This design comes from an exercise in tuning for small area on the open sky130 flow, not from production work. Only simulation tests tie the RTL to the original design; equivalence was not proved. Power is estimated from default activity; no workload was simulated.

### standard.sh
#!/bin/bash
# synth_recipe.tcl (not shown) runs the flow's synth.tcl, then flattens the netlist and writes it again
# the make line also repeats each setting of config.mk as NAME=value (left out here)
make -C /OpenROAD-flow-scripts/flow DESIGN_CONFIG=/design/flow/config.mk WORK_HOME=/design/flow/orfs CLKGATE_MAP_FILE= SYNTH_SCRIPT=/design/flow/synth_recipe.tcl "${@:-finish}"
### design.v
module stack_core (
    input  wire        clk,
    input  wire        rst,           
    output wire        mem_req,
    output wire        mem_we,
    output wire [15:0] mem_addr,
    output wire [15:0] mem_wdata,
    input  wire [15:0] mem_rdata,
    input  wire        mem_ready,
    output wire        out_valid,
    output wire [15:0] out_data,
    output wire        halted,
    output wire        faulted,
    output wire [2:0]  fault_kind,
    output wire [16:0] fault_pc,
    output reg  [16:0] pc,
    output reg  [16:0] sp,
    output reg  [15:0] fp,
    output reg  [31:0] reads,
    output reg  [31:0] writes
);
    reg [3:0]  ir;       
    reg [4:0]  ph;       
    reg [15:0] T;
    reg [16:0] F;
    reg        qs;
    wire [8:0] iph = {ir, ph};
    wire       ph0 = (ph == 5'd0);
    wire [2:0] fa, fb, fmode, fd;
    wire [1:0] fmem, fadr;
    wire       frc, fk2, fdz, fsx, fqsld, fqsx, foutv, firld;
    wire [4:0] nt, nf;
    wire cmz, cf16, endT1;
    assign fa[0] = (ph[4] & ~ir[0]) | (ph[1] & ~ph[2] & ~ir[0] & ir[1] & ir[2]) | (ph[0] & ~ph[1] & ph[2] & ~ir[0] & ~ir[3]) | (~ph[0] & ~ph[2] & ~ph[3] & ir[1] & ir[2]) | (~ph[0] & ~ph[1] & ir[0] & ir[1] & ~ir[3]) | (ph[0] & ph[1] & ph[2] & ir[0] & ir[1]) | (~ph[0] & ~ph[1] & ~ph[2] & ~ph[3] & ~ph[4]) | (~ph[0] & ~ph[2] & ir[2] & ir[3]) | (ph[0] & ph[2] & ~ir[2]) | (~ph[0] & ph[1] & ~ir[1] & ~ir[2] & ~ir[3]);
    assign fa[1] = (~ph[0] & ph[1] & ~ph[4] & ~ir[1] & ir[2] & ~ir[3]) | (ph[4] & ir[0]) | (~ph[0] & ph[1] & ir[1] & ~ir[2]) | (ph[0] & ph[1] & ~ir[0] & ir[1] & ir[3]) | (ph[1] & ph[2] & ir[1]) | (~ph[0] & ph[2] & ~ph[4] & ~ir[1]) | (ph[0] & ph[2] & ~ph[4] & ~ir[0]) | (ph[3] & ir[0] & ~ir[1]) | (~ph[0] & ph[2] & ~ph[3] & ir[0]) | (ph[2] & ~ir[0] & ir[1] & ~ir[3]) | (~ph[0] & ph[1] & ir[0] & ~ir[2]);
    assign fa[2] = (ph[4]) | (ph[0] & ph[1] & ir[1] & ~ir[2]);
    assign fb[0] = (ph[0] & ~ph[2] & ~ph[3] & ir[0]) | (ph[4] & ir[0]) | (~ph[0] & ph[2] & ~ir[0] & ir[1] & ir[3]) | (ph[0] & ~ph[1] & ir[0] & ir[1]) | (ph[0] & ~ph[1] & ~ph[2] & ~ph[4]) | (ph[0] & ~ph[2] & ~ir[2]) | (~ph[1] & ph[2] & ph[3] & ir[1]);
    assign fb[1] = (ph[0] & ph[1] & ~ir[0] & ir[3]) | (~ph[0] & ~ph[1] & ph[3] & ir[1]) | (ph[0] & ph[1] & ph[2] & ~ph[4] & ir[0]) | (ph[0] & ph[2] & ~ir[0] & ~ir[2]) | (ph[1] & ~ph[2] & ph[3] & ir[1]);
    assign fb[2] = (ph[4] & ~ir[0]);
    assign fmode[0] = (ph[4] & ir[0]) | (ph[0] & ph[2] & ir[3]) | (~ph[0] & ~ph[2] & ~ph[3] & ~ph[4]) | (~ph[0] & ~ph[4] & ~ir[1]) | (~ph[0] & ph[1] & ph[2] & ir[1]) | (~ph[0] & ir[0] & ir[3]) | (~ph[0] & ~ph[1] & ph[3] & ir[0]) | (~ph[2] & ph[3] & ir[0] & ~ir[1]) | (ph[1] & ph[2] & ~ph[3] & ~ph[4] & ~ir[1]) | (~ph[0] & ph[2] & ~ir[0] & ir[1] & ~ir[3]);
    assign fmode[1] = (~ph[0] & ph[2] & ~ph[4] & ~ir[1] & ir[2]) | (~ph[0] & ph[2] & ~ir[0] & ir[1] & ~ir[3]) | (ph[0] & ph[2] & ir[2] & ir[3]) | (ph[0] & ~ph[1] & ~ph[2] & ir[0] & ~ir[2]) | (~ph[0] & ~ph[1] & ph[3] & ir[0] & ir[1]) | (ph[1] & ph[2] & ~ph[3] & ~ph[4] & ~ir[1]);
    assign fmode[2] = (ph[4] & ir[0]) | (ph[0] & ph[1] & ~ph[3] & ir[0] & ~ir[1] & ~ir[3]);
    assign fd[0] = (~ph[0] & ~ph[1] & ~ph[2] & ~ph[3] & ~ph[4]) | (~ph[1] & ~ph[2] & ir[2] & ir[3]) | (ph[0] & ph[1] & ~ph[2] & ~ph[3] & ~ph[4] & ir[0] & ~ir[1] & ~ir[3]) | (~ph[0] & ~ph[2] & ~ph[3] & ir[1] & ir[2]) | (~ph[1] & ph[2] & ph[3] & ir[1]) | (ph[0] & ~ph[1] & ~ph[2] & ir[1] & ir[2]) | (~ph[1] & ~ph[2] & ~ph[4] & ~ir[0] & ~ir[1]) | (ph[0] & ph[2] & ~ph[3] & ~ir[2]) | (~ph[0] & ~ph[2] & ir[2] & ir[3]) | (ph[0] & ph[1] & ph[2] & ~ph[3] & ir[1]) | (~ph[0] & ph[3] & ~ir[0] & ir[1]) | (ph[0] & ph[1] & ~ir[2] & ir[3]) | (ph[0] & ph[1] & ~ir[0] & ir[1] & ir[3]) | (~ph[0] & ~ph[2] & ~ir[0] & ~ir[1] & ~ir[2]) | (ph[0] & ~ph[1] & ph[2] & ir[0] & ir[1] & ~ir[3]);
    assign fd[1] = (~ph[0] & ph[1] & ~ir[1] & ir[2] & ~ir[3]) | (ph[4]) | (~ph[0] & ~ph[2] & ph[3] & ~ir[1]) | (~ph[0] & ph[1] & ir[1] & ~ir[2]) | (ph[0] & ph[2] & ~ir[0] & ir[1] & ir[3]) | (~ph[0] & ph[1] & ph[3]) | (~ph[0] & ~ph[1] & ph[2] & ~ph[3] & ~ir[1]) | (~ph[0] & ph[2] & ~ph[3] & ir[2] & ~ir[3]) | (~ph[0] & ph[1] & ir[0] & ~ir[2]) | (~ph[0] & ph[2] & ir[0] & ir[3]) | (ph[1] & ~ph[2] & ph[3] & ~ir[1]) | (ph[0] & ph[1] & ph[2] & ~ph[3] & ~ir[0]) | (~ph[1] & ph[2] & ~ph[3] & ir[0] & ir[1] & ir[2] & ~ir[3]);
    assign fd[2] = (ph[4]) | (ph[0] & ~ph[2] & ir[2] & ir[3]) | (~ph[0] & ~ph[1] & ph[2] & ~ir[0] & ir[1] & ir[3]) | (ph[0] & ~ph[1] & ~ir[0] & ir[1] & ~ir[3]) | (ph[0] & ~ph[2] & ~ph[3] & ir[1]) | (~ph[0] & ~ph[1] & ph[2] & ph[3] & ir[1]) | (ph[0] & ~ph[2] & ~ir[0] & ~ir[3]) | (ph[0] & ph[1] & ~ph[3] & ir[0] & ir[2]) | (ph[0] & ~ph[3] & ~ir[2] & ~ir[3]) | (ph[0] & ph[2] & ~ph[3] & ir[0] & ~ir[1] & ~ir[3]);
    assign fmem[0] = (ph[4]) | (~ph[1] & ~ph[2] & ~ph[3]) | (~ph[0] & ~ph[1] & ~ir[0] & ir[1] & ir[3]) | (ph[0] & ~ph[1] & ir[0] & ir[1] & ~ir[3]) | (ph[0] & ~ph[2] & ~ph[3] & ~ir[3]) | (ph[0] & ph[1] & ir[0] & ir[3]) | (ph[0] & ph[1] & ~ph[2] & ~ir[1] & ~ir[3]);
    assign fmem[1] = (ph[0] & ~ph[1] & ph[3] & ~ph[4] & ~ir[1]) | (ph[1] & ph[2] & ir[3]) | (ph[0] & ph[2] & ~ph[3] & ~ph[4] & ~ir[0] & ir[2] & ~ir[3]) | (ph[2] & ~ph[3] & ir[1] & ~ir[2]) | (ph[0] & ph[2] & ~ir[1] & ir[2] & ir[3]) | (~ph[0] & ph[1] & ph[2] & ~ir[2]) | (ph[0] & ph[2] & ir[0] & ir[2] & ir[3]) | (ph[0] & ph[1] & ~ph[2] & ph[3] & ir[1]);
    assign fadr[0] = (ph[0] & ~ir[1] & ir[2] & ~ir[3]) | (ph[4]) | (ph[0] & ~ph[1] & ir[0] & ~ir[2]) | (ph[0] & ir[1] & ~ir[2]) | (~ph[1] & ph[3]) | (ph[2] & ir[1] & ~ir[3]) | (ph[2] & ~ir[1] & ir[3]) | (ph[1] & ir[1] & ir[3]) | (ph[1] & ~ph[2] & ~ir[2] & ~ir[3]) | (ph[1] & ~ph[3] & ir[0] & ir[1]);
    assign fadr[1] = (ph[1] & ~ir[1] & ir[2] & ir[3]) | (ph[1] & ph[3] & ir[1]) | (~ph[1] & ph[2] & ir[1] & ir[3]) | (~ph[0] & ph[1] & ~ir[2]);
    assign frc = (~ph[1] & ~ph[2] & ~ph[3] & ~ph[4]) | (~ph[0] & ~ph[1] & ~ir[0] & ir[1] & ir[3]) | (ph[0] & ~ph[1] & ir[0] & ir[1] & ~ir[3]) | (ph[0] & ~ph[2] & ~ph[3] & ~ph[4] & ir[0]) | (ph[0] & ph[1] & ~ph[2] & ~ph[4] & ~ir[1] & ~ir[3]) | (ph[0] & ~ph[2] & ~ir[2]);
    assign fk2 = (ph[1] & ir[1] & ir[2]) | (ph[2] & ir[3]) | (ph[1] & ir[2] & ir[3]) | (ph[3] & ir[1]) | (ph[2] & ~ph[4] & ~ir[0]) | (ph[1] & ~ir[1] & ~ir[2] & ~ir[3]);
    assign fdz = (~ph[0] & ph[2] & ph[3] & ~ph[4] & ~ir[1]);
    assign fsx = (ph[1] & ph[2] & ir[1]) | (ph[4]) | (ph[2] & ~ir[2]) | (ph[1] & ~ir[0] & ir[1] & ir[3]);
    assign fqsld = (ph[0] & ~ph[2] & ~ph[3] & ~ph[4] & ir[0]);
    assign fqsx = (ph[0] & ph[1] & ~ph[2] & ~ph[3] & ~ph[4] & ir[0]);
    assign foutv = (ph[1] & ~ir[0] & ~ir[2] & ir[3]);
    assign firld = 1'b0;
    assign cmz = (~ph[1] & ~ph[2] & ~ph[3] & ~ph[4] & ir[0] & ~ir[1] & ~ir[3]) | (~ph[1] & ~ph[2] & ir[0] & ~ir[1] & ~ir[2]);
    assign cf16 = (~ph[0] & ~ph[1] & ~ph[2] & ir[0] & ir[1]);
    assign nt[0] = 1'b0;
    assign nf[0] = (ph[1] & ph[2] & ph[3]) | (~ph[0] & ph[4]) | (~ph[0] & ~ph[2] & ir[0]) | (~ph[0] & ~ph[1] & ~ph[3] & ir[2]) | (~ph[0] & ph[1] & ir[2] & ~ir[3]) | (~ph[0] & ~ir[1] & ir[3]) | (~ph[0] & ~ph[2] & ~ph[3] & ~ir[3]) | (~ph[0] & ~ph[1] & ~ir[1] & ~ir[2]) | (~ph[0] & ~ph[2] & ~ph[3] & ir[2]) | (~ph[0] & ir[0] & ir[1] & ir[2]);
    assign nt[1] = (~ir[1]);
    assign nf[1] = (ph[0] & ~ph[1] & ph[4]) | (ph[0] & ~ph[1] & ir[1] & ~ir[3]) | (~ph[0] & ph[1] & ir[2] & ~ir[3]) | (ph[0] & ~ph[1] & ~ph[2] & ~ph[3] & ir[2]) | (~ph[0] & ph[1] & ir[0]) | (ph[0] & ~ph[1] & ~ir[0] & ir[1]) | (~ph[0] & ~ph[2] & ir[2] & ir[3]) | (~ph[0] & ph[1] & ~ph[2] & ~ir[3]) | (ph[0] & ~ph[1] & ~ir[2] & ~ir[3]) | (ph[1] & ph[2] & ph[3] & ir[0]);
    assign nt[2] = (ph[3]);
    assign nf[2] = (ph[0] & ph[1] & ~ph[2] & ph[4]) | (~ph[1] & ph[2] & ph[4]) | (~ph[0] & ph[2] & ir[2] & ~ir[3]) | (ph[0] & ph[1] & ~ph[2] & ~ph[3] & ir[1]) | (~ph[0] & ~ph[1] & ir[3]) | (ph[2] & ph[3]) | (ph[0] & ph[1] & ~ph[2] & ir[0] & ~ir[1] & ir[2]) | (ph[0] & ~ph[1] & ph[2] & ir[1] & ~ir[3]) | (~ph[1] & ph[2] & ~ir[1] & ~ir[2] & ~ir[3]) | (ph[0] & ph[1] & ~ir[0] & ir[3]) | (ph[0] & ph[1] & ~ir[0] & ~ir[2]) | (ph[0] & ph[2] & ~ir[0] & ir[1] & ir[3]) | (~ph[1] & ~ph[2] & ir[0] & ~ir[2] & ir[3]);
    assign nt[3] = (~ir[3]);
    assign nf[3] = (ph[0] & ph[1] & ph[2] & ~ph[3]) | (~ph[0] & ph[3] & ~ir[1]) | (~ph[1] & ph[2] & ph[3]) | (~ph[2] & ph[3] & ph[4]) | (~ph[0] & ph[3] & ir[0]) | (ph[1] & ph[3] & ~ph[4] & ~ir[1]) | (ph[0] & ~ph[1] & ph[3] & ir[1]);
    assign nt[4] = 1'b0;
    assign nf[4] = (ph[0] & ~ph[1] & ph[2] & ir[0] & ~ir[1] & ~ir[3]) | (~ph[3] & ph[4]) | (~ph[2] & ph[4]) | (~ph[0] & ph[4]) | (~ph[1] & ph[4]) | (ph[0] & ph[1] & ~ph[4] & ~ir[0] & ~ir[1] & ir[2] & ~ir[3]);
    assign endT1 = (~ph[0] & ph[1] & ph[2] & ph[3] & ~ph[4]);
    wire mzero = (mem_rdata == 16'd0);
    wire ms    = mem_rdata[15];
    wire memop = (fmem != 2'd0);
    wire rd    = (fmem == 2'd1);
    wire chkPC = rd & (fadr == 2'd0);
    wire chkSP = rd & (fadr == 2'd1);
    wire chkF  = memop & (fadr == 2'd2);
    wire chkZ  = (fd == 3'd2) & (fmode == 3'd3);
    wire fault = (chkPC & pc[16]) | (chkSP & sp[16]) | (chkF & F[16]) | (chkZ & (sp == 17'd0)) | fdz;
    wire [2:0] fkind = chkSP ? 3'd3 : chkZ ? 3'd4 : fdz ? 3'd2 : 3'd1;
    wire stall = memop & ~mem_ready & ~fault;
    wire go    = ~stall & ~fault;
    wire [2:0] ea = fault ? 3'd1 : fa;
    wire [2:0] eb = fault ? (fk2 ? 3'd3 : 3'd0) : fb;
    wire [2:0] em = fault ? (ph0 ? 3'd0 : 3'd3) : fmode;
    wire lsb = (ea == 3'd6) & F[15];
    wire [16:0] A = ({17{ea == 3'd1}} & pc) | ({17{ea == 3'd2}} & sp) | ({17{ea == 3'd3}} & {1'b0, fp})
                  | ({17{ea == 3'd4}} & {1'b0, T}) | ({17{ea == 3'd5 || ea == 3'd6}} & {T, lsb});
    wire gate = (eb == 3'd1) | ((eb == 3'd4) & F[15]);
    wire [16:0] B0 = ({17{gate}} & {fsx & mem_rdata[15], mem_rdata})
                   | ({17{eb == 3'd2}} & {fsx & F[15], F[15:0]})
                   | {16'd0, eb == 3'd3};
    reg inv, cin;
    always @(*) begin
        case (em)
            3'd1: begin inv = 1'b0; cin = 1'b1; end
            3'd2: begin inv = 1'b1; cin = 1'b1; end
            3'd3: begin inv = 1'b1; cin = 1'b0; end
            3'd4: begin inv = ms;   cin = ms;   end
            3'd5: begin inv = ~(ms ^ T[15]); cin = ~(ms ^ T[15]); end    
            3'd7: begin inv = qs;   cin = qs;   end
            default: begin inv = 1'b0; cin = 1'b0; end
        endcase
    end
    wire [16:0] B = B0 ^ {17{inv}};
    wire [16:0] Y;
    wire [17:0] cy;
    assign cy[0] = cin;
    genvar gi;
    generate
        for (gi = 0; gi < 17; gi = gi + 1) begin : add
            assign Y[gi]      = A[gi] ^ B[gi] ^ cy[gi];
            assign cy[gi + 1] = (A[gi] & B[gi]) | (cy[gi] & (A[gi] ^ B[gi]));
        end
    endgenerate
    wire pcLd = go & (fd == 3'd1);
    wire spLd = go & (fd == 3'd2);
    wire fpLd = go & (fd == 3'd3);
    wire tLd  = go & (fd == 3'd4 || fd == 3'd6);
    wire fLd  = fault | (go & (fd == 3'd5 || fd == 3'd6));
    wire fSh  = ~fault & (fd == 3'd6);
    wire rdI  = go & frc;
    wire wrI  = go & (fmem == 2'd2);
    assign mem_req   = memop & ~fault;
    assign mem_we    = fmem[1];
    assign mem_addr  = (fadr == 2'd0) ? pc[15:0] : (fadr == 2'd1) ? sp[15:0] : F[15:0];
    assign mem_wdata = T;
    assign out_valid = foutv;
    assign out_data  = T;
    assign fault_pc  = F;
    reg [4:0] nph;
    always @(*) begin
        nph = ((cmz & mzero) | (cf16 & F[16])) ? nt : nf;
        if (ph == 5'd15) nph = 5'd15;    
        if (ph0) begin
            case (mem_rdata)
                16'd2, 16'd3, 16'd4, 16'd5, 16'd6, 16'd7, 16'd8, 16'd9, 16'd10, 16'd12, 16'd13, 16'd14, 16'd15, 16'd16: nph = 5'd1;
                16'd0: nph = 5'd15;
                default: nph = 5'd0;
            endcase
        end
    end
    wire [3:0] irn = mem_rdata[3:0];
    assign fault_kind = ir[2:0];
    assign halted  = (ph == 5'd15) & (ir[2:0] == 3'd0);
    assign faulted = (ph == 5'd15) & (ir[2:0] != 3'd0);
    wire [31:0] rdT, wrT;
    assign rdT[0] = rdI;
    assign wrT[0] = wrI;
    generate
        for (gi = 1; gi < 32; gi = gi + 1) begin : cnt_inc
            assign rdT[gi] = rdT[gi - 1] & reads[gi - 1];
            assign wrT[gi] = wrT[gi - 1] & writes[gi - 1];
        end
    endgenerate
    always @(posedge clk or posedge rst) begin
        if (rst) begin
            ph     <= 5'd0;
            pc     <= 17'd0;
            sp     <= 17'h10000;
            fp     <= 16'd0;
            reads  <= 32'd0;
            writes <= 32'd0;
        end else begin
            if (!fault && !stall) ph <= endT1 ? 5'd15 : nph;
            else if (fault) ph <= 5'd15;
            if (pcLd) pc <= Y;
            if (spLd) sp <= Y;
            if (fpLd) fp <= Y[15:0];
            reads  <= reads ^ rdT;
            writes <= writes ^ wrT;
        end
    end
    always @(posedge clk) begin
        if (fault) ir <= {1'b0, fkind};
        else if (!stall) begin
            if (endT1) ir <= 4'd1;
            else if (ph0) ir <= irn;
        end
    end
    always @(posedge clk) begin
        if (tLd) T <= Y[15:0];
        if (fLd) F <= fSh ? {F[15:0], (fmode == 3'd5) & ~Y[16]} : Y;
        if (fqsld & go) qs <= fqsx ? (qs ^ ms) : ms;
    end
endmodule
### constraint.sdc
create_clock -name core_clock -period 50.0 [get_ports {clk}]
set_input_delay 10.0000 -clock core_clock [delete_from_list [all_inputs] [get_ports {clk}]]
set_output_delay 10.0000 -clock core_clock [all_outputs]
set_load 0.01 [all_outputs]
### flow/run.sh
#!/bin/bash
# The standard layout, with area settings of ORFS for the steps after synthesis:
#  - remove the buffers ABC put into the synthesized netlist (REMOVE_ABC_BUFFERS);
#    repair_design re-buffers any net that needs it for slew or capacitance,
#    aiming at the library limits themselves (no extra margin),
#  - buffer every input and output port with buf_1 rather than the resizer's pick,
#  - build the clock tree from clkbuf_8 without dummy loads.
# Synthesis is the standard synthesis, unchanged.
set -euo pipefail
bash standard.sh synth > synth.log 2>&1
bash standard.sh REMOVE_ABC_BUFFERS=1 CAP_MARGIN=0 SLEW_MARGIN=0 GPL_TIMING_DRIVEN=0 \
  "BUFFER_PORTS_ARGS=-buffer_cell sky130_fd_sc_hd__buf_1" \
  "CTS_ARGS=-sink_clustering_enable -repair_clock_nets -dont_use_dummy_load -buf_list sky130_fd_sc_hd__clkbuf_8" \
  finish > layout.log 2>&1
### config.mk
export PLATFORM = sky130hd
export DESIGN_NAME = stack_core
export DESIGN_NICKNAME = stack_core
export VERILOG_FILES = /design/flow/design.v
export SDC_FILE = /design/flow/constraint.sdc
export NUM_CORES = 4
export LEC_CHECK = 0
export CAP_MARGIN = 20
export CORE_MARGIN = 2
export CORE_UTILIZATION = 40
export SLEW_MARGIN = 20
==> impl_metrics.csv, run 1 <==
group,metric,value,unit
floorplan,io_pins,206,
critical_path,worstReg2RegStart,"ir[1]",
synthesis,yosysSeqAreaShare,43.1,%
placement,finalWeightedCongestion,0.875,
clocking,cts_resized,0,
synthesis,synth_area_per_cell,10.1,µm²
synthesis,ys_ff_latch,157,
finish,drive_above_1_share,7.14,%
clocking,clockRootBuffer,"clkbuf_8",
clocking,cts_setup_buffers,0,
pwr,power_density,19.8,nW/µm²
critical_path,startpoint,"mem_rdata[15]",
hold_path,hp-class,"reg2reg",
floorplan,start_util,40.7,%
sta,period_share,37.9,%
synthesis,synth_mux_area_share,4.60,%
critical_path,critPathLaunchType,"input pin",
finish,nets,1191,
sta,relSlewSlack,9.59,%
routing,via_per_inst,5.81,
global_route,grt_pass1_wl,45.4,mm
critical_path,crit_path_top_delay_cell,"mux2i_4",
synthesis,netlist_instances,942,
routing,remaining_drc_errors,0,
synthesis,synthArstFlopShare,75.8,%
finish,final_common_cell,"buf_1",
placement,dp_hpwl,21.4,mm
global_route,grt_use_total,24.1,%
global_route,overflow,0,
clocking,clk_latency,460,ps
critical_path,arrival,19160,ps
routing,ant_nets,0,
floorplan,dieArea,25100,µm²
floorplan,rows,56,
synthesis,synth-edff-count,37,
global_route,grt_antenna_before_repair,2,
sta,worstMarginPinSlew,1350,ps
routing,firstDrtPassIters,7,
pwr,finalPower,212,µW
floorplan,die_y,158,µm
routing,wl,29.9,mm
routing,wire_per_inst,21.1,µm
pwr,peakVddDrop,0.0137,mV
sta,fmax,52.7,MHz
synthesis,synth_cell_types,85,
synthesis,synth_ff_type,"dfrtp_1",
finish,final_core_util,45.8,%
synthesis,yosys.area_share.simple,14.2,%
clocking,clk_pin_slew,70,ps
global_route,grt_max_degree,69,
critical_path,cp.required,50190,ps
critical_path,worst_path_largest_cell_delay,710,ps
global_route,grt_pass1_vias,7727,
sta,finClkSkew,37.5,ps
synthesis,ys_top_cells_by_area,"dfrtp_1 (31%), edfxtp_1 (12%), ha_1 (8.1%)",
synthesis,synth_compound_area_share,18.2,%
floorplan,coreArea,23500,µm²
clocking,cts_sinks,157,
run_status,status,"finished clean",
synthesis,synthXorXnorAreaFrac,2.35,%
critical_path,worst-path-buf-inv,2,
hold_path,hold_start,"writes[31]",
synthesis,yosys.area.top_type,"dfrtp_1",
critical_path,critPathCaptureType,"flop",
clocking,clock_path_buffers,2,
sta,fin_crit,18970,ps
clocking,holdBufCountCts,0,
clocking,cts_tree,"built",
clocking,numCtsBuffers,17,
synthesis,synth_adder_area_share,11.5,%
critical_path,critPathTopFamily,"adder cells",
sta,rsz0062_at_grt,"no",
routing,via_count,8202,
sta,report.final.setup_viol,0,
critical_path,critPathMaxFanout,17,
synthesis,synth_top_family_by_area,"compound AO/OA/AOI/OAI gates",
synthesis,synth_area,9540,µm²
placement,port_buffers,205,
synthesis,yosys.area.top_type_share,30.9,%
sta,fin_tns_setup,0,ps
sta,drv_slew,0,
synthesis,yosysWarnings,1,
routing,drtIter0Drc,731,
clocking,htreeDepth,4,
finish,area_growth,12.7,%
floorplan,die_w,158,µm
pwr,leakage,0.00470,µW
critical_path,cpMostUsedCell,"fa_1",
sta,final-hold-violation-count,0,
finish,mostFrequentLayoutCells,"buf_1 (205), dfrtp_1 (117), nand2_1 (89)",
critical_path,critPathKind,"in2reg",
job,maxCapViolations,0,
-- state kept, by name, summed over array words and instances, names as in the netlist --
| register | count |
|---|---|
| reads | 32 |
| writes | 32 |
| F | 17 |
| pc | 17 |
| sp | 17 |
| T | 16 |
| fp | 16 |
| ph | 5 |
| ir | 4 |
| qs | 1 |
-- metrics by stage --
step / cells / hold slack (ps) / worst slack, ps / area (µm²)
final: 1412 / 468 / 31030 / 10800
after global routing: 1411 / 475 / 30710 / 10700
after CTS: 1411 / 469 / 31060 / 10700
after detailed placement: 1394 / 455 / 30670 / 10500
after global placement: 1381 / 452 / 30700 / 10200
after floorplan: 857 / 502 / 31900 / 9070
-- power breakdown --
| group | switching [µW] | internal, µW |
|---|---|---|
| registers | 1.06 | 133 |
| logic | 5.84 | 2.19 |
| clock network | 40.8 | 30.0 |
-- logic make-up (layout without fill, tap and decap cells) --
group	Yosys count	after routing
simple gates	267	267
compound gates	263	263
flops	157	157
buf+inv	113	263
fa+ha+maj	78	78
mux	40	40
xor+xnor	24	24
other cells	0	1
-- worst paths after layout --
path | to | slack (ps) | cells past startpoint
min in group asynchronous | writes[23] | 9590 | 2
setup / recovery | F[16] | 31030 | 26
setup reg to reg | F[16] | 37000 | 30
max in group asynchronous | ph[1] | 39660 | 3
hold / removal | writes[31] | 470 | 1
hold reg to reg | writes[31] | 470 | 1
-- synth_stat cells (all sizes together) (3+ instances only) --
library cell / number
nor4b: 4
nor3b: 5
o211ai: 4
fa: 16
clkbuf: 27
and3: 3
nor3: 27
nand3: 13
dfrtp: 118
ha: 62
o22ai: 7
edfxtp: 37
a21o: 5
buf: 58
or2: 4
a211oi: 4
a22oi: 18
o22a: 4
a21oi: 59
a22o: 15
a31oi: 10
o31a: 3
nor4: 15
nor2b: 10
mux2: 21
o32ai: 3
a221o: 15
nor2: 58
nand4: 6
o21ai: 81
nand2: 89
nand2b: 17
a311oi: 3
inv: 27
xor2: 21
mux2i: 19
-- layout make-up --
| class | count | area (µm²) |
|---|---|---|
| well taps | 319 | 399 |
| inverters | 28 | 110 |
| multi-input cells | 672 | 4910 |
| flip-flops and latches | 157 | 4110 |
| repair buffers | 218 | 983 |
| clock buffers | 17 | 234 |
| fillers | 2281 | 12700 |
| diodes | 1 | 2.50 |
-- routing by layer --
| metal | global-route usage [%] | vias to the layer above | wire (µm) |
|---|---|---|---|
| li1 | - | 3741 | - |
| met1 | 32.7 | 4004 | 12200 |
| met2 | 38.7 | 409 | 14200 |
| met4 | 7.55 | 4 | 675 |
| met3 | 5.01 | 44 | 2760 |
| met5 | 0 | - | 23 |
==> inputs of run 2 (changes only) <==
--- a/flow/run.sh
+++ b/flow/run.sh
@@ -5,9 +5,10 @@
 #    aiming at the library limits themselves (no extra margin),
 #  - buffer every input and output port with buf_1 rather than the resizer's pick,
+#  - after global routing, downsize gates off the critical paths (RECOVER_POWER),
 #  - build the clock tree from clkbuf_8 without dummy loads.
 # Synthesis is the standard synthesis, unchanged.
 set -euo pipefail
 bash standard.sh synth > synth.log 2>&1
-bash standard.sh REMOVE_ABC_BUFFERS=1 CAP_MARGIN=0 SLEW_MARGIN=0 GPL_TIMING_DRIVEN=0 \
+bash standard.sh REMOVE_ABC_BUFFERS=1 CAP_MARGIN=0 SLEW_MARGIN=0 RECOVER_POWER=100 \
   "BUFFER_PORTS_ARGS=-buffer_cell sky130_fd_sc_hd__buf_1" \
   "CTS_ARGS=-sink_clustering_enable -repair_clock_nets -dont_use_dummy_load -buf_list sky130_fd_sc_hd__clkbuf_8" \
==> impl_metrics.csv, run 2 <==
group,metric,value,unit
routing,wire_per_inst,21.1,µm
sta,report.final.setup_viol,0,
routing,drtIter0Drc,703,
routing,via_per_inst,5.76,
placement,dp_cells,1405,
critical_path,critPathCaptureType,"flop",
global_route,grt_pass1_wl,45.8,mm
clocking,holdBufCountCts,0,
floorplan,start_util,40.7,%
synthesis,synth_ff_type,"dfrtp_1",
routing,firstDrtPassIters,8,
synthesis,synthArstFlopShare,75.8,%
sta,finClkSkew,39.8,ps
routing,via_count,8200,
critical_path,critPathTopFamily,"adder cells",
floorplan,rows,56,
finish,nets,1202,
sta,worstMarginPinSlew,3700,ps
critical_path,worst-path-buf-inv,2,
synthesis,synth.top_cells.by_count,"dfrtp_1 (118), nand2_1 (89), o21ai_0 (79)",
finish,area_growth,11.3,%
run_status,status,"finished with violations",
floorplan,coreArea,23500,µm²
synthesis,ys_top_cells_by_area,"dfrtp_1 (31%), edfxtp_1 (12%), ha_1 (8.1%)",
synthesis,yosys.area.top_type,"dfrtp_1",
critical_path,worst_path_largest_cell_delay,1710,ps
global_route,grt_antenna_before_repair,1,
floorplan,dieArea,25100,µm²
synthesis,yosysSeqAreaShare,43.1,%
sta,fin_tns_setup,0,ps
clocking,cts_setup_buffers,0,
clocking,clock_path_buffers,2,
clocking,cts_resized,0,
hold_path,hp-class,"reg2reg",
synthesis,yosysMostFrequentCell,"dfrtp_1",
clocking,cts_sinks,157,
clocking,numCtsBuffers,17,
finish,mostFrequentLayoutCells,"buf_1 (204), dfrtp_1 (118), nand2_1 (89)",
sta,drv_slew,257,
job,maxCapViolations,7,
clocking,cts_tree,"built",
synthesis,yosys.area.top_type_share,30.9,%
global_route,grt_use_total,24.3,%
critical_path,crit_path_top_delay_cell,"mux2i_1",
finish,drive_above_1_share,6.71,%
synthesis,netlist_instances,942,
sta,period_share,39.5,%
placement,dp_hpwl,21.1,mm
clocking,htreeDepth,4,
synthesis,synth_area,9540,µm²
floorplan,die_y,158,µm
sta,fmax,50.7,MHz
critical_path,critPathKind,"in2reg",
finish,final_cells,1423,
placement,port_buffers,205,
finish,reg.largest.list,"reads (32), writes (32)",
critical_path,arrival,19910,ps
run_status,violatedChecks,"capacitance limit, slew limit",
critical_path,cpMostUsedCell,"fa_1",
finish,fill_cells,2326,
routing,remaining_drc_errors,0,
critical_path,cp.required,50180,ps
sta,relSlewSlack,-147,%
sta,hold_ws,476,ps
pwr,power_density,20.0,nW/µm²
clocking,clk_pin_slew,70,ps
clocking,clockRootBuffer,"clkbuf_8",
critical_path,critPathLaunchType,"input pin",
sta,rsz0062_at_grt,"no",
routing,wl,30.0,mm
finish,final_common_cell,"buf_1",
placement,finalWeightedCongestion,0.886,
critical_path,ff2ff_setup_slack,35940,ps
sta,final-hold-violation-count,0,
sta,fin_crit,19730,ps
synthesis,synth_area_per_cell,10.1,µm²
pwr,peakVddDrop,0.0120,mV
critical_path,critPathMaxFanout,17,
floorplan,die_w,158,µm
floorplan,io_pins,206,
synthesis,ys_ff_latch,157,
global_route,overflow,0,
pwr,leakage,0.00467,µW
synthesis,synth-edff-count,37,
global_route,grt_max_degree,69,
global_route,grt_pass1_vias,7721,
clocking,clk_latency,460,ps
routing,ant_nets,0,
synthesis,yosysWarnings,1,
synthesis,synth_cell_types,85,
==> run 2: changes by cell type in the layout (fill, tap and decap cells not counted), moves of 3 or more <==
cell,delta
buf_4,+18
buf_8,-5
buf_6,-5
buf_16,-3
clkbuf_1,+7
==> run 2: path summary, 6_finish.rpt <==
path,startpoint,endpoint,cells past startpoint
worst max-delay path,mem_rdata[15],F[16],25
worst min-delay path,writes[31],writes[31],1
worst max register to register,ir[1],F[16],30
worst min register to register,writes[31],writes[31],1
max in group asynchronous,rst,ph[2],3
min in group asynchronous,rst,reads[24],2
==> run 2: metrics by stage <==
step                setup slack, ps  util (%)  cell area (µm²)  total power (µW)
finish                        30270      45.3            10600               212
detailed placement            31040      44.6            10500               144
CTS                           31490      45.6            10700               215
floorplan                     31900         -             9070               140
global route                  29960      45.3            10600               220
global placement              31170      44.6            10500               144
==> run 2: routing by layer <==
metal,GRT usage (%),vias up,share of wire (%)
met5,0,-,0
met4,6.65,0,1.8
met3,4.71,38,7.5
met2,39.3,416,48
met1,33.4,4004,43
li1,-,3742,-
==> run 2: cells by family after synthesis <==
| family | after synthesis | share of synthesized area (%) |
|---|---|---|
| simple gates | 267 | 14.2 |
| compound gates | 263 | 18.2 |
| flops | 157 | 43.1 |
| buf+inv | 113 | 6.11 |
| fa+ha+maj | 78 | 11.5 |
| mux | 40 | 4.60 |
| xor+xnor | 24 | 2.35 |
==> run 2: area by class of cell <==
| cell class | count | area, µm² | share of cell area [%] |
|---|---|---|---|
| multi-input cells | 672 | 4850 | 45.6 |
| diodes | 1 | 2.50 | 0.0235 |
| clock buffers | 17 | 234 | 2.20 |
| repair buffers | 229 | 927 | 8.72 |
| flip-flops and latches | 157 | 4110 | 38.7 |
| inverters | 28 | 106 | 1.00 |
| well taps | 319 | 399 | 3.76 |
==> run 2: power breakdown <==
part           total [µW]  internal, µW  leakage, µW  switching [µW]
Combinational        7.67          1.95      0.00258            5.71
Sequential            134           133      0.00197            1.04
Clock                70.8          30.0     0.000122            40.8
Total                 212           164      0.00467            47.6
==> inputs of run 3 (changes only) <==
--- a/flow/run.sh
+++ b/flow/run.sh
@@ -5,10 +5,9 @@
 #    aiming at the library limits themselves (no extra margin),
 #  - buffer every input and output port with buf_1 rather than the resizer's pick,
-#  - after global routing, downsize gates off the critical paths (RECOVER_POWER),
 #  - build the clock tree from clkbuf_8 without dummy loads.
 # Synthesis is the standard synthesis, unchanged.
 set -euo pipefail
 bash standard.sh synth > synth.log 2>&1
-bash standard.sh REMOVE_ABC_BUFFERS=1 CAP_MARGIN=0 SLEW_MARGIN=0 RECOVER_POWER=100 \
+bash standard.sh REMOVE_ABC_BUFFERS=1 CAP_MARGIN=0 SLEW_MARGIN=0 \
   "BUFFER_PORTS_ARGS=-buffer_cell sky130_fd_sc_hd__buf_1" \
   "CTS_ARGS=-sink_clustering_enable -repair_clock_nets -dont_use_dummy_load -buf_list sky130_fd_sc_hd__clkbuf_8" \
--- a/config.mk
+++ b/config.mk
@@ -8,4 +8,4 @@
 export CAP_MARGIN = 20
 export CORE_MARGIN = 2
-export CORE_UTILIZATION = 40
+export CORE_UTILIZATION = 65
 export SLEW_MARGIN = 20
==> impl_metrics.csv, run 3 <==
group,metric,value,unit
run_status,status,"finished clean",
floorplan,coreArea,14400,µm²
clocking,cts_sinks,157,
placement,port_buffers,205,
placement,finalWeightedCongestion,0.940,
synthesis,synth_area_per_cell,10.1,µm²
sta,hold_ws,467,ps
routing,wl,27.0,mm
global_route,overflow,0,
clocking,clockRootBuffer,"clkbuf_8",
sta,fmax,54.9,MHz
finish,nets,1204,
clocking,cts_tree,"built",
sta,rsz0062_at_grt,"no",
critical_path,critPathKind,"in2reg",
sta,drv_slew,0,
synthesis,netlist_instances,942,
finish,mostFrequentLayoutCells,"buf_1 (205), dfrtp_1 (118), nand2_1 (89)",
floorplan,dieArea,15700,µm²
critical_path,critPathLaunchType,"input pin",
clocking,clk_pin_slew,60,ps
global_route,grt_use_total,34.7,%
floorplan,io_pins,206,
synthesis,synth_adder_area_share,11.5,%
job,maxCapViolations,0,
sta,worstMarginPinSlew,1130,ps
floorplan,die_w,125,µm
synthesis,synth.top_cells.by_count,"dfrtp_1 (118), nand2_1 (89), o21ai_0 (79)",
floorplan,die_y,125,µm
critical_path,arrival,18410,ps
finish,final_common_cell,"buf_1",
pwr,peakVddDrop,0.0154,mV
routing,firstDrtPassIters,5,
global_route,grt_pass1_vias,7850,
sta,finClkSkew,40.1,ps
routing,via_count,8367,
finish,fin_area,10500,µm²
sta,period_share,36.4,%
clocking,cts_resized,0,
hold_path,min_path_cells,1,
clocking,htreeDepth,4,
finish,diodes,0,
synthesis,synth_top_family_by_area,"compound AO/OA/AOI/OAI gates",
synthesis,yosysSeqAreaShare,43.1,%
routing,wire_per_inst,21.0,µm
synthesis,synth_mux_area_share,4.60,%
finish,area_growth,10.4,%
routing,remaining_drc_errors,0,
clocking,cts_setup_buffers,0,
synthesis,synth_ff_type,"dfrtp_1",
finish,reg.largest.list,"reads (32), writes (32)",
placement,dp_hpwl,18.6,mm
pwr,p_clk_share,33.4,%
global_route,grt_max_degree,82,
sta,fin_tns_setup,0,ps
pwr,power_frac_comb,3.7,%
pwr,power_density,20.1,nW/µm²
sta,report.final.setup_viol,0,
sta,relSlewSlack,24.4,%
synthesis,ys_ff_latch,157,
critical_path,r2r_cells,31,
synthesis,yosys.area.top_type,"dfrtp_1",
synthesis,synthXorXnorAreaFrac,2.35,%
finish,final_core_util,73.1,%
finish,drive_above_1_share,7.87,%
routing,ant_nets,0,
clocking,numCtsBuffers,17,
synthesis,ys_top_cells_by_area,"dfrtp_1 (31%), edfxtp_1 (12%), ha_1 (8.1%)",
sta,fin_crit,18210,ps
pwr,p_sw,47.7,µW
pwr,leakage,0.00473,µW
placement,placed_area,10300,µm²
clocking,holdBufCountCts,0,
global_route,grt_pass1_wl,42.6,mm
floorplan,rows,44,
synthesis,yosysMostFrequentCell,"dfrtp_1",
pwr,pwr-share-seq,62.9,%
clocking,clk_latency,480,ps
sta,final-hold-violation-count,0,
floorplan,start_util,66.2,%
synthesis,yosysWarnings,1,
synthesis,synth_compound_area_share,18.2,%
pwr,swShare,22.5,%
synthesis,yosys.area_share.simple,14.2,%
critical_path,critPathCaptureType,"flop",
global_route,grt_antenna_before_repair,0,
synthesis,synth_cell_types,85,
synthesis,synthArstFlopShare,75.8,%
pwr,internal_power,165,µW
clocking,clock_path_buffers,2,
hold_path,hp-class,"reg2reg",
synthesis,yosys.area.top_type_share,30.9,%
routing,via_per_inst,6.49,
synthesis,synth_area,9540,µm²
critical_path,cp.required,50190,ps
synthesis,synth-edff-count,37,
routing,drtIter0Drc,986,
critical_path,critPathMaxFanout,8,
==> run 3: cell counts after synthesis <==
No cell type changed its count.
==> run 3: power groups by stage <==
stage	clock network [µW]	registers (µW)	logic, µW
floorplan	0	137	2.83
global placement	0	136	7.75
detailed placement	0	136	8.08
CTS	71.2	134	8.08
global route	76.5	134	8.92
finish	70.9	134	7.83
==> run 3: final timing paths <==
path | start | slack, ps | end
worst max-delay path | mem_rdata[15] | 31790 | F[16]
worst min-delay path | writes[31] | 470 | writes[31]
worst max register to register | ph[2] | 38720 | F[16]
worst min register to register | writes[31] | 470 | writes[31]
max in group asynchronous | rst | 39010 | sp[15]
min in group asynchronous | rst | 9520 | reads[16]
==> run 3: layer usage <==
metal  track usage (%)  share of wire, %
met1              46.7                40
met2              54.7                47
met3              8.13               9.6
met4              14.2               3.9
met5                 0                 0
==> run 3: through the flow <==
step | worst slack, ps | cells | power [µW]
final | 31790 | 1289 | 212
after global placement | 31670 | 1272 | 144
after detailed placement | 31470 | 1272 | 144
after floorplan | 31900 | 857 | 140
after CTS | 31870 | 1289 | 213
after global routing | 31510 | 1289 | 219
==> run 3: area by class of cell <==
type | count | area (µm²)
Clock buffer | 17 | 234
Fill cell | 1112 | 3880
Inverter | 28 | 108
Multi-Input combinational cell | 672 | 4890
Sequential cell | 157 | 4110
Tap cell | 184 | 230
Timing Repair Buffer | 231 | 965
==> run 3: critical path, stage by stage <==
cell and delay (ps):
buf_1 310, nor4b_1 110, o31ai_1 370, mux2i_4 130, xor2_1 200, fa_1 430
fa_1 390, fa_1 400, fa_1 410, fa_1 400, fa_1 390, fa_1 400
fa_1 400, fa_1 430, fa_1 390, fa_1 410, fa_1 410, fa_1 410
fa_1 420, fa_1 400, inv_1 80, fa_1 160, xnor3_1 410, xor2_1 210
mux2_2 310
==> run 3: logic make-up (layout without fill, tap and decap cells) <==
kind of cell | Yosys count | in the layout
simple gates | 267 | 267
mux | 40 | 40
fa+ha+maj | 78 | 78
buf+inv | 113 | 276
compound gates | 263 | 263
xor+xnor | 24 | 24
flops | 157 | 157
==> inputs of run 4 (changes only) <==
--- a/config.mk
+++ b/config.mk
@@ -8,4 +8,5 @@
 export CAP_MARGIN = 20
 export CORE_MARGIN = 2
-export CORE_UTILIZATION = 65
+export CORE_UTILIZATION = 40
+export PLACE_DENSITY = 0.85
 export SLEW_MARGIN = 20
==> impl_metrics.csv, run 4 <==
group,metric,value,unit
pwr,peakVddDrop,0.0135,mV
sta,report.final.setup_viol,0,
floorplan,start_util,40.7,%
finish,area_growth,12.0,%
synthesis,ys_ff_latch,157,
synthesis,yosysMostFrequentCell,"dfrtp_1",
sta,worstMarginPinSlew,1180,ps
finish,fin_area,10700,µm²
critical_path,critPathMaxFanout,17,
critical_path,cp.required,50180,ps
critical_path,worstReg2RegStart,"ir[3]",
finish,diodes,0,
finish,drive_above_1_share,7.62,%
routing,firstDrtPassIters,6,
synthesis,synth_compound_area_share,18.2,%
floorplan,dieArea,25100,µm²
synthesis,synth_mux_area_share,4.60,%
sta,finClkSkew,36.4,ps
placement,placed_area,10500,µm²
synthesis,synthArstFlopShare,75.8,%
sta,period_share,37.3,%
clocking,cts_resized,0,
critical_path,crit_path_end,"F[16]",
routing,wire_per_inst,19.8,µm
global_route,grt_pass1_vias,7990,
critical_path,startpoint,"mem_rdata[15]",
floorplan,die_w,158,µm
global_route,grt_antenna_before_repair,0,
floorplan,die_y,158,µm
synthesis,synth_ff_type,"dfrtp_1",
synthesis,synth-edff-count,37,
global_route,grt_max_degree,62,
sta,rsz0062_at_grt,"no",
critical_path,ff2ff_setup_slack,38350,ps
sta,fmax,53.7,MHz
synthesis,ys_top_cells_by_area,"dfrtp_1 (31%), edfxtp_1 (12%), ha_1 (8.1%)",
finish,mostFrequentLayoutCells,"buf_1 (205), dfrtp_1 (118), nand2_1 (89)",
placement,dp_hpwl,20.1,mm
critical_path,critPathCaptureType,"flop",
synthesis,synth_area,9540,µm²
routing,wl,28.1,mm
sta,final-hold-violation-count,0,
synthesis,yosysSeqAreaShare,43.1,%
hold_path,min_path_cells,1,
clocking,clk_pin_slew,80,ps
clocking,cts_setup_buffers,0,
clocking,cts_tree,"built",
sta,relSlewSlack,21.0,%
routing,via_count,8381,
routing,drtIter0Drc,1063,
clocking,clockRootBuffer,"clkbuf_8",
clocking,cts_sinks,157,
sta,fin_crit,18640,ps
critical_path,arrival,18820,ps
clocking,htreeDepth,4,
synthesis,yosys.area.top_type,"dfrtp_1",
run_status,status,"finished clean",
synthesis,synthXorXnorAreaFrac,2.35,%
routing,via_per_inst,5.90,
synthesis,synth_top_family_by_area,"compound AO/OA/AOI/OAI gates",
routing,ant_nets,0,
synthesis,yosys.area.top_type_share,30.9,%
hold_path,hp-class,"reg2reg",
job,maxCapViolations,0,
critical_path,critPathKind,"in2reg",
critical_path,critPathLaunchType,"input pin",
synthesis,yosys.area_share.simple,14.2,%
floorplan,io_pins,206,
clocking,holdBufCountCts,0,
synthesis,synth_area_per_cell,10.1,µm²
pwr,leakage,0.00471,µW
synthesis,synth_adder_area_share,11.5,%
placement,port_buffers,205,
finish,final_common_cell,"buf_1",
global_route,grt_use_total,22.7,%
sta,fin_tns_setup,0,ps
clocking,clk_latency,450,ps
synthesis,synth.top_cells.by_count,"dfrtp_1 (118), nand2_1 (89), o21ai_0 (79)",
synthesis,yosysWarnings,1,
global_route,overflow,0,
synthesis,netlist_instances,942,
critical_path,r2r_cells,30,
synthesis,synth_cell_types,85,
sta,drv_slew,0,
pwr,power_density,19.8,nW/µm²
clocking,numCtsBuffers,17,
critical_path,r2r-end,"F[16]",
floorplan,coreArea,23500,µm²
clocking,clock_path_buffers,2,
floorplan,rows,56,
finish,nets,1201,
routing,remaining_drc_errors,0,
global_route,grt_pass1_wl,43.8,mm
finish,reg.largest.list,"reads (32), writes (32)",
placement,finalWeightedCongestion,0.951,
[run 4: routing by layer]
metal  track usage [%]  vias up  part of all wire (%)
met4              8.32        0                   2.6
met2              38.7      543                    49
met3              4.76       86                    10
li1                  -     3752                     -
met1              28.4     4000                    38
met5                 0        -                     0
[run 4: metrics by stage]
step / total power [µW] / setup WS, ps / utilization [%] / hold WS (ps) / cells
2_1_floorplan: 140 / 31900 / - / 502 / 857
3_3_place_gp: 144 / 31230 / 44.5 / 452 / 1404
3_5_place_dp: 144 / 31020 / 44.5 / 467 / 1404
4_1_cts: 214 / 31500 / 45.5 / 479 / 1421
5_1_grt: 219 / 31140 / 45.5 / 503 / 1421
6_report: 211 / 31360 / 45.5 / 473 / 1421
[run 4: cell families (layout without fill, tap and decap cells)]
kind of cell,Yosys count,after routing
AND/OR/NAND/NOR,267,267
AO/OA/AOI/OAI,263,263
flip-flops,157,157
buffers and inverters,113,273
adder cells (fa/ha/maj),78,78
multiplexers,40,40
XOR/XNOR,24,24
[run 4: worst max-delay path: stages]
cell and delay, ps:
buf_1 420, nand2_1 90, a21oi_1 140, o31ai_1 130, mux2i_4 660, xor2_1 190, fa_1 440, fa_1 400
fa_1 400, fa_1 390, fa_1 390, fa_1 390, fa_1 410, fa_1 400, fa_1 410, fa_1 410
fa_1 410, fa_1 410, fa_1 400, fa_1 410, fa_1 370, inv_1 90, fa_1 180, xnor3_1 400
xor2_1 200, mux2_2 280
[run 4: how the worst min path moves through the flow]
| stage | startpoint | to | slack (ps) |
|---|---|---|---|
| after floorplan | reads[31] | reads[31] | 500 |
| after global placement | writes[31] | writes[31] | 450 |
| after detailed placement | reads[31] | reads[31] | 470 |
| after CTS | reads[31] | reads[31] | 480 |
| after global routing | reads[31] | reads[31] | 500 |
| final | reads[31] | reads[31] | 470 |
[run 4: area by class of cell]
class | instances | area [µm²]
clock buffer | 17 | 234
tap | 319 | 399
timing repair buffer | 228 | 942
fill | 2182 | 12800
inverter | 28 | 108
multi-input combinational | 672 | 4890
sequential | 157 | 4110
[run 4: power by group]
group	switching [µW]	internal (µW)	total, µW
clock	39.8	30.0	69.8
combinational	6.00	2.05	8.06
sequential	1.08	133	134
total	46.8	165	211
==> inputs of run 5 (changes only) <==
--- a/config.mk
+++ b/config.mk
@@ -9,4 +9,3 @@
 export CORE_MARGIN = 2
 export CORE_UTILIZATION = 40
-export PLACE_DENSITY = 0.85
 export SLEW_MARGIN = 20
==> impl_metrics.csv, run 5 <==
group,metric,value,unit
synthesis,ys_ff_latch,157,
floorplan,io_pins,206,
sta,fin_crit,18560,ps
sta,worstMarginPinSlew,1160,ps
job,maxCapViolations,0,
clocking,clk_pin_slew,70,ps
synthesis,synthArstFlopShare,75.8,%
clocking,clk_latency,460,ps
placement,port_buffers,205,
routing,drtIter0Drc,676,
critical_path,arrival,18740,ps
clocking,holdBufCountCts,0,
global_route,grt_pass1_vias,7721,
placement,place_ws,31040,ps
sta,postLayoutSetupSlackWorst,31440,ps
routing,met1Wirelength,12.6,mm
finish,multiInputGateArea,4890,µm²
synthesis,yosysMostFrequentCell,"dfrtp_1",
global_route,grt_antenna_before_repair,1,
routing,route.met2.wl,14.2,mm
critical_path,ff2ff_setup_slack,38500,ps
global_route,overflow,0,
finish,mostFrequentLayoutCells,"buf_1 (205), dfrtp_1 (118), nand2_1 (89)",
clocking,htreeDepth,4,
routing,top_layer_used,"met4",
sta,relSlewSlack,22.5,%
finish,regArea,4110,µm²
synthesis,yosys.area.top_type,"dfrtp_1",
routing,via_count,8153,
sta,fmax,53.9,MHz
critical_path,critPathKind,"in2reg",
sta,drv_slew,0,
clocking,numCtsBuffers,17,
critical_path,cp.required,50180,ps
clocking,clock_path_buffers,2,
routing,wl,29.9,mm
synthesis,synth_area,9540,µm²
routing,ant_nets,0,
global_route,grt_pass1_wl,45.8,mm
synthesis,ys_top_cells_by_area,"dfrtp_1 (31%), edfxtp_1 (12%), ha_1 (8.1%)",
floorplan,start_util,40.7,%
sta,rsz0062_at_grt,"no",
synthesis,synth.top_cells.by_count,"dfrtp_1 (118), nand2_1 (89), o21ai_0 (79)",
synthesis,yosys.area.top_type_share,30.9,%
clocking,clockRootBuffer,"clkbuf_8",
placement,placed_area,10500,µm²
synthesis,synth_ff_type,"dfrtp_1",
critical_path,critPathCaptureType,"flop",
clocking,cts_resized,0,
floorplan,die_y,158,µm
finish,drive_above_1_share,7.71,%
sta,period_share,37.1,%
finish,reg.largest.list,"reads (32), writes (32)",
sta,finClkSkew,39.3,ps
sta,report.final.setup_viol,0,
floorplan,rows,56,
synthesis,synth_cell_types,85,
critical_path,critPathMaxFanout,17,
finish,fin_area,10700,µm²
pwr,peakVddDrop,0.0122,mV
synthesis,yosysWarnings,1,
finish,final_common_cell,"buf_1",
synthesis,synth_area_per_cell,10.1,µm²
hold_path,hp-class,"reg2reg",
global_route,grt_max_degree,69,
synthesis,yosysSeqAreaShare,43.1,%
floorplan,dieArea,25100,µm²
global_route,grt_use_total,24.3,%
pwr,power_density,19.8,nW/µm²
routing,remaining_drc_errors,0,
finish,nets,1202,
finish,fill_cells,2309,
synthesis,netlist_instances,942,
placement,finalWeightedCongestion,0.886,
run_status,status,"finished clean",
floorplan,coreArea,23500,µm²
routing,via_per_inst,5.73,
critical_path,critPathLaunchType,"input pin",
floorplan,die_w,158,µm
routing,firstDrtPassIters,6,
clocking,cts_sinks,157,
synthesis,synth-edff-count,37,
placement,dp_hpwl,21.1,mm
finish,area_growth,12.1,%
clocking,cts_setup_buffers,0,
sta,fin_tns_setup,0,ps
pwr,leakage,0.00472,µW
clocking,cts_tree,"built",
routing,wire_per_inst,21.0,µm
sta,final-hold-violation-count,0,
routing,wl_met3,2.49,mm
pwr,finalPower,212,µW
==> run 5: logic make-up (layout without fill, tap and decap cells) <==
kind of cell    Yosys count  after routing  synth area share (%)
buf+inv                 113            274                  6.11
fa+ha+maj                78             78                  11.5
other cells               0              1                     0
compound gates          263            263                  18.2
simple gates            267            267                  14.2
mux                      40             40                  4.60
xor+xnor                 24             24                  2.35
flops                   157            157                  43.1
==> run 5: metrics by stage <==
| stage | hold slack (ps) | utilization, % | cells |
|---|---|---|---|
| 3_3_place_gp | 452 | 44.6 | 1405 |
| 3_5_place_dp | 458 | 44.6 | 1405 |
| 6_report | 475 | 45.6 | 1423 |
| 4_1_cts | 470 | 45.6 | 1422 |
| 5_1_grt | 496 | 45.6 | 1423 |
| 2_1_floorplan | 502 | - | 857 |
==> run 5: layout make-up <==
type	count	share of cell area, %
multi-input cells	672	45.7
inverters	28	1.01
diodes	1	0.0234
flip-flops and latches	157	38.4
repair buffers	229	8.88
well taps	319	3.73
clock buffers	17	2.19
==> run 5: path summary, 6_finish.rpt <==
path                                from    endpoint  cells past startpoint
setup / recovery           mem_rdata[15]       F[16]                     25
hold / removal                writes[31]  writes[31]                      1
setup reg to reg                   ph[0]       F[16]                     28
hold reg to reg               writes[31]  writes[31]                      1
max in group asynchronous            rst       ph[2]                      3
min in group asynchronous            rst   reads[24]                      2
==> run 5: power breakdown <==
part           internal, µW  switching, µW  total [µW]
logic                  1.99           5.74        7.73
registers               133           1.04         134
clock network          30.0           40.5        70.5
==> run 5: worst max-delay path, cell delays in order <==
cell	delay (ps)
buf_1	240
nor4b_1	380
o31ai_1	140
mux2i_4	670
xor2_1	190
fa_1	440
fa_1	380
fa_1	390
fa_1	390
fa_1	400
fa_1	390
fa_1	390
fa_1	400
fa_1	390
fa_1	390
fa_1	400
fa_1	400
fa_1	440
fa_1	420
fa_1	390
inv_1	80
fa_1	160
xnor3_1	390
xor2_1	190
mux2_2	280
==> run 5: layer usage <==
metal	up-vias	GRT usage, %
met5	-	0
li1	3741	-
met2	423	39.3
met1	3949	33.4
met4	0	6.65
met3	40	4.71
==> inputs of run 6 (changes only) <==
--- a/config.mk
+++ b/config.mk
@@ -7,4 +7,6 @@
 export LEC_CHECK = 0
 export CAP_MARGIN = 20
+export CELL_PAD_IN_SITES_DETAIL_PLACEMENT = 0
+export CELL_PAD_IN_SITES_GLOBAL_PLACEMENT = 0
 export CORE_MARGIN = 2
 export CORE_UTILIZATION = 40
==> impl_metrics.csv, run 6 <==
group,metric,value,unit
finish,reg.largest.list,"reads (32), writes (32)",
synthesis,ys_ff_latch,157,
placement,dp_hpwl,21.1,mm
finish,area_growth,12.1,%
clocking,cts_tree,"built",
synthesis,synth_area,9540,µm²
pwr,peakVddDrop,0.0122,mV
floorplan,coreArea,23500,µm²
routing,remaining_drc_errors,0,
synthesis,yosys.area.top_type_share,30.9,%
clocking,holdBufCountCts,0,
finish,final_common_cell,"buf_1",
clocking,cts_setup_buffers,0,
finish,nets,1202,
floorplan,die_y,158,µm
synthesis,synth_area_per_cell,10.1,µm²
routing,wl,29.9,mm
floorplan,die_w,158,µm
critical_path,critPathMaxFanout,17,
sta,final-hold-violation-count,0,
synthesis,synth_cell_types,85,
global_route,grt_use_total,24.3,%
sta,finClkSkew,39.3,ps
critical_path,critPathKind,"in2reg",
pwr,power_density,19.8,nW/µm²
global_route,overflow,0,
routing,via_count,8153,
clocking,cts_resized,0,
placement,port_buffers,205,
synthesis,synth-edff-count,37,
run_status,status,"finished clean",
synthesis,yosysSeqAreaShare,43.1,%
clocking,clk_pin_slew,70,ps
sta,worstMarginPinSlew,1160,ps
synthesis,synth.top_cells.by_count,"dfrtp_1 (118), nand2_1 (89), o21ai_0 (79)",
global_route,grt_antenna_before_repair,1,
synthesis,synthArstFlopShare,75.8,%
routing,via_per_inst,5.73,
clocking,numCtsBuffers,17,
critical_path,critPathLaunchType,"input pin",
global_route,grt_pass1_vias,7721,
placement,finalWeightedCongestion,0.886,
synthesis,yosysMostFrequentCell,"dfrtp_1",
synthesis,yosys.area.top_type,"dfrtp_1",
synthesis,yosysWarnings,1,
sta,report.final.setup_viol,0,
clocking,clk_latency,460,ps
floorplan,rows,56,
sta,fmax,53.9,MHz
floorplan,dieArea,25100,µm²
pwr,finalPower,212,µW
synthesis,synth_ff_type,"dfrtp_1",
pwr,leakage,0.00472,µW
sta,relSlewSlack,22.5,%
floorplan,start_util,40.7,%
clocking,cts_sinks,157,
clocking,clockRootBuffer,"clkbuf_8",
floorplan,io_pins,206,
routing,wire_per_inst,21.0,µm
sta,period_share,37.1,%
sta,drv_slew,0,
job,maxCapViolations,0,
sta,rsz0062_at_grt,"no",
critical_path,arrival,18740,ps
finish,drive_above_1_share,7.71,%
routing,ant_nets,0,
global_route,grt_pass1_wl,45.8,mm
synthesis,netlist_instances,942,
sta,fin_tns_setup,0,ps
synthesis,ys_top_cells_by_area,"dfrtp_1 (31%), edfxtp_1 (12%), ha_1 (8.1%)",
finish,mostFrequentLayoutCells,"buf_1 (205), dfrtp_1 (118), nand2_1 (89)",
global_route,grt_max_degree,69,
clocking,clock_path_buffers,2,
critical_path,cp.required,50180,ps
routing,firstDrtPassIters,6,
critical_path,critPathCaptureType,"flop",
routing,drtIter0Drc,676,
sta,fin_crit,18560,ps
clocking,htreeDepth,4,
hold_path,hp-class,"reg2reg",
run 6: through the flow:
step	hold WS (ps)	util, %	cell area [µm²]	setup WS [ps]	std cells
final	475	45.6	10700	31440	1423
after global routing	496	45.6	10700	31190	1423
after CTS	470	45.6	10700	31490	1422
after detailed placement	458	44.6	10500	31040	1405
after global placement	452	44.6	10500	31170	1405
after floorplan	502	-	9070	31900	857
run 6: worst paths after layout:
kind	cells after the start	start	end	slack (ps)
worst max-delay path	25	mem_rdata[15]	F[16]	31440
worst min-delay path	1	writes[31]	writes[31]	480
worst max register to register	28	ph[0]	F[16]	38500
worst min register to register	1	writes[31]	writes[31]	480
max in group asynchronous	3	rst	ph[2]	39000
min in group asynchronous	2	rst	reads[24]	9630
run 6: area by class of cell:
class                           instances  area, µm²
Sequential cell                       157       4110
Timing Repair Buffer                  229        950
Antenna cell                            1       2.50
Tap cell                              319        399
Multi-Input combinational cell        672       4890
Inverter                               28        108
Fill cell                            2309      12800
Clock buffer                           17        234
run 6: cell families (layout without fill, tap and decap cells):
| kind of cell | Yosys count | in the layout | share of synthesized area, % |
|---|---|---|---|
| fa+ha+maj | 78 | 78 | 11.5 |
| simple gates | 267 | 267 | 14.2 |
| other cells | 0 | 1 | 0 |
| buf+inv | 113 | 274 | 6.11 |
| flops | 157 | 157 | 43.1 |
| xor+xnor | 24 | 24 | 2.35 |
| compound gates | 263 | 263 | 18.2 |
| mux | 40 | 40 | 4.60 |
run 6: layer usage:
layer | vias to the layer above | share of wire, % | global-route usage [%] | wire length [µm]
met5 | - | 0 | 0 | 0
met4 | 0 | 1.9 | 6.65 | 564
met3 | 40 | 8.3 | 4.71 | 2490
met2 | 423 | 48 | 39.3 | 14200
met1 | 3949 | 42 | 33.4 | 12600
li1 | 3741 | - | - | -
run 6: worst max-delay path, cell delays in order:
cell and delay [ps]:
buf_1 240, nor4b_1 380, o31ai_1 140, mux2i_4 670, xor2_1 190, fa_1 440, fa_1 380, fa_1 390
fa_1 390, fa_1 400, fa_1 390, fa_1 390, fa_1 400, fa_1 390, fa_1 390, fa_1 400
fa_1 400, fa_1 440, fa_1 420, fa_1 390, inv_1 80, fa_1 160, xnor3_1 390, xor2_1 190
mux2_2 280
run 6: report_power, final:
part | internal (µW) | leakage [µW] | switching [µW] | total, µW
sequential | 133 | 0.00197 | 1.04 | 134
combinational | 1.99 | 0.00262 | 5.74 | 7.73
clock | 30.0 | 0.000122 | 40.5 | 70.5
total | 165 | 0.00472 | 47.3 | 212
==> inputs of run 7 (changes only) <==
--- a/flow/run.sh
+++ b/flow/run.sh
@@ -11,4 +11,4 @@
 bash standard.sh REMOVE_ABC_BUFFERS=1 CAP_MARGIN=0 SLEW_MARGIN=0 \
   "BUFFER_PORTS_ARGS=-buffer_cell sky130_fd_sc_hd__buf_1" \
-  "CTS_ARGS=-sink_clustering_enable -repair_clock_nets -dont_use_dummy_load -buf_list sky130_fd_sc_hd__clkbuf_8" \
+  "CTS_ARGS=-repair_clock_nets -dont_use_dummy_load -buf_list sky130_fd_sc_hd__clkbuf_8" \
   finish > layout.log 2>&1
--- a/config.mk
+++ b/config.mk
@@ -7,6 +7,4 @@
 export LEC_CHECK = 0
 export CAP_MARGIN = 20
-export CELL_PAD_IN_SITES_DETAIL_PLACEMENT = 0
-export CELL_PAD_IN_SITES_GLOBAL_PLACEMENT = 0
 export CORE_MARGIN = 2
 export CORE_UTILIZATION = 40
==> impl_metrics.csv, run 7 <==
group,metric,value,unit
critical_path,arrival,18740,ps
clocking,htreeDepth,4,
global_route,grt_antenna_before_repair,1,
pwr,leakage,0.00472,µW
synthesis,yosys.area.top_type,"dfrtp_1",
finish,fill_cells,2309,
sta,report.final.setup_viol,0,
synthesis,yosysSeqAreaShare,43.1,%
synthesis,synth_area,9540,µm²
sta,final-hold-violation-count,0,
routing,via_count,8153,
synthesis,netlist_instances,942,
synthesis,synthArstFlopShare,75.8,%
sta,period_share,37.1,%
placement,finalWeightedCongestion,0.886,
sta,fin_crit,18560,ps
placement,port_buffers,205,
job,maxCapViolations,0,
synthesis,yosys.area.top_type_share,30.9,%
sta,rsz0062_at_grt,"no",
critical_path,critPathCaptureType,"flop",
finish,final_cells,1423,
sta,fin_tns_setup,0,ps
routing,wire_per_inst,21.0,µm
critical_path,critPathLaunchType,"input pin",
sta,finClkSkew,39.3,ps
critical_path,cp.required,50180,ps
floorplan,dieArea,25100,µm²
clocking,holdBufCountCts,0,
clocking,clockRootBuffer,"clkbuf_8",
finish,area_growth,12.1,%
routing,via_per_inst,5.73,
critical_path,critPathKind,"in2reg",
clocking,cts_sinks,157,
finish,final_core_util,45.6,%
finish,reg.largest.list,"reads (32), writes (32)",
finish,nets,1202,
global_route,grt_pass1_wl,45.8,mm
synthesis,synth_area_per_cell,10.1,µm²
sta,relSlewSlack,22.5,%
global_route,grt_max_degree,69,
sta,drv_slew,0,
clocking,cts_setup_buffers,0,
floorplan,die_w,158,µm
critical_path,critPathMaxFanout,17,
clocking,clk_pin_slew,70,ps
finish,final_common_cell,"buf_1",
sta,worstMarginPinSlew,1160,ps
pwr,peakVddDrop,0.0122,mV
floorplan,start_util,40.7,%
global_route,overflow,0,
synthesis,synth.top_cells.by_count,"dfrtp_1 (118), nand2_1 (89), o21ai_0 (79)",
finish,drive_above_1_share,7.71,%
synthesis,synth-edff-count,37,
run_status,status,"finished clean",
routing,ant_nets,0,
finish,mostFrequentLayoutCells,"buf_1 (205), dfrtp_1 (118), nand2_1 (89)",
placement,dp_cells,1405,
synthesis,synth_cell_types,85,
synthesis,ys_ff_latch,157,
clocking,cts_resized,0,
finish,multiInputGateArea,4890,µm²
critical_path,worst_path_largest_cell_delay,670,ps
global_route,grt_use_total,24.3,%
routing,remaining_drc_errors,0,
routing,firstDrtPassIters,6,
synthesis,ys_top_cells_by_area,"dfrtp_1 (31%), edfxtp_1 (12%), ha_1 (8.1%)",
clocking,clk_latency,460,ps
critical_path,cpMostUsedCell,"fa_1",
floorplan,rows,56,
synthesis,yosysMostFrequentCell,"dfrtp_1",
routing,drtIter0Drc,676,
sta,hold_ws,475,ps
critical_path,crit_path_top_delay_cell,"mux2i_4",
placement,dp_hpwl,21.1,mm
synthesis,synth_ff_type,"dfrtp_1",
floorplan,coreArea,23500,µm²
global_route,grt_pass1_vias,7721,
clocking,cts_tree,"built",
floorplan,die_y,158,µm
synthesis,yosysWarnings,1,
routing,wl,29.9,mm
finish,regArea,4110,µm²
pwr,power_density,19.8,nW/µm²
hold_path,hp-class,"reg2reg",
clocking,numCtsBuffers,17,
sta,fmax,53.9,MHz
floorplan,io_pins,206,
clocking,clock_path_buffers,2,
==> run 7: metal layers <==
| metal | share of wire, % | up-vias | global-route usage [%] |
|---|---|---|---|
| met5 | 0 | - | 0 |
| met4 | 1.9 | 0 | 6.65 |
| met3 | 8.3 | 40 | 4.71 |
| met2 | 48 | 423 | 39.3 |
| met1 | 42 | 3949 | 33.4 |
| li1 | - | 3741 | - |
==> run 7: worst paths after layout <==
| path | start | to | slack [ps] | cells after the start |
|---|---|---|---|---|
| hold / removal | writes[31] | writes[31] | 480 | 1 |
| min in group asynchronous | rst | reads[24] | 9630 | 2 |
| hold reg to reg | writes[31] | writes[31] | 480 | 1 |
| setup / recovery | mem_rdata[15] | F[16] | 31440 | 25 |
| setup reg to reg | ph[0] | F[16] | 38500 | 28 |
| max in group asynchronous | rst | ph[2] | 39000 | 3 |
==> run 7: area by class of cell <==
class,count,area share (%)
multi-input cells,672,45.7
flip-flops and latches,157,38.4
repair buffers,229,8.88
well taps,319,3.73
clock buffers,17,2.19
inverters,28,1.01
diodes,1,0.0234
==> run 7: stage by stage <==
step	power, µW	setup WS [ps]	area, µm²
after detailed placement	144	31040	10500
after global placement	144	31170	10500
final	212	31440	10700
after floorplan	140	31900	9070
after CTS	215	31490	10700
after global routing	220	31190	10700
==> run 7: power by group <==
part,internal [µW],switching [µW]
Clock,30.0,40.5
Combinational,1.99,5.74
Sequential,133,1.04
==> run 7: cells by family (layout without fill, tap and decap cells) <==
family	count (synthesis)	in the layout	synth area share, %
compound gates	263	263	18.2
xor+xnor	24	24	2.35
fa+ha+maj	78	78	11.5
buf+inv	113	274	6.11
flops	157	157	43.1
mux	40	40	4.60
other cells	0	1	0
simple gates	267	267	14.2
==> run 7: critical path, delay by kind of cell <==
family	cells	cell delay [ps]
compound gates	1	140
fa+ha+maj	16	6170
mux	2	950
xor+xnor	3	770
simple gates	1	380
buf+inv	2	320

[separate check: timing with driven ports]
How much do the figures lean on ideal ports? The routed layouts below were timed once more, with nothing changed but the port constraints.
Step 1 assumes that a clkbuf_16 drives the clock port and a buf_2 every other input.
Step 2, shift: input delay + t, output delay - t, t = (earliest + latest rising clock arrival at the registers) / 2. This alone moves slack from input paths to output paths.
Three values: ideal ports, drivers, drivers and shift; two values: the first two.
run | t, ns | setup slack, ns | worst slew at a driven data input, ns
run 1 | 0.485 | 31.031 / 31.044 / 30.559 | 0.07
run 2 | 0.484 | 30.274 / 30.287 / 29.803 | 0.07
run 3 | 0.500 | 31.786 / 31.781 / 31.280 | 0.06
run 4 | 0.473 | 31.362 / 31.367 / 30.894 | 0.05
run 5 | 0.481 | 31.439 / 31.453 / 30.973 | 0.08
run 6 | 0.481 | 31.439 / 31.453 / 30.973 | 0.08
run 7 | 0.481 | 31.439 / 31.453 / 30.973 | 0.08
The setup slack of run 3, which loses most, moves by -0.005 ns with the drivers and by -0.506 ns with both steps.
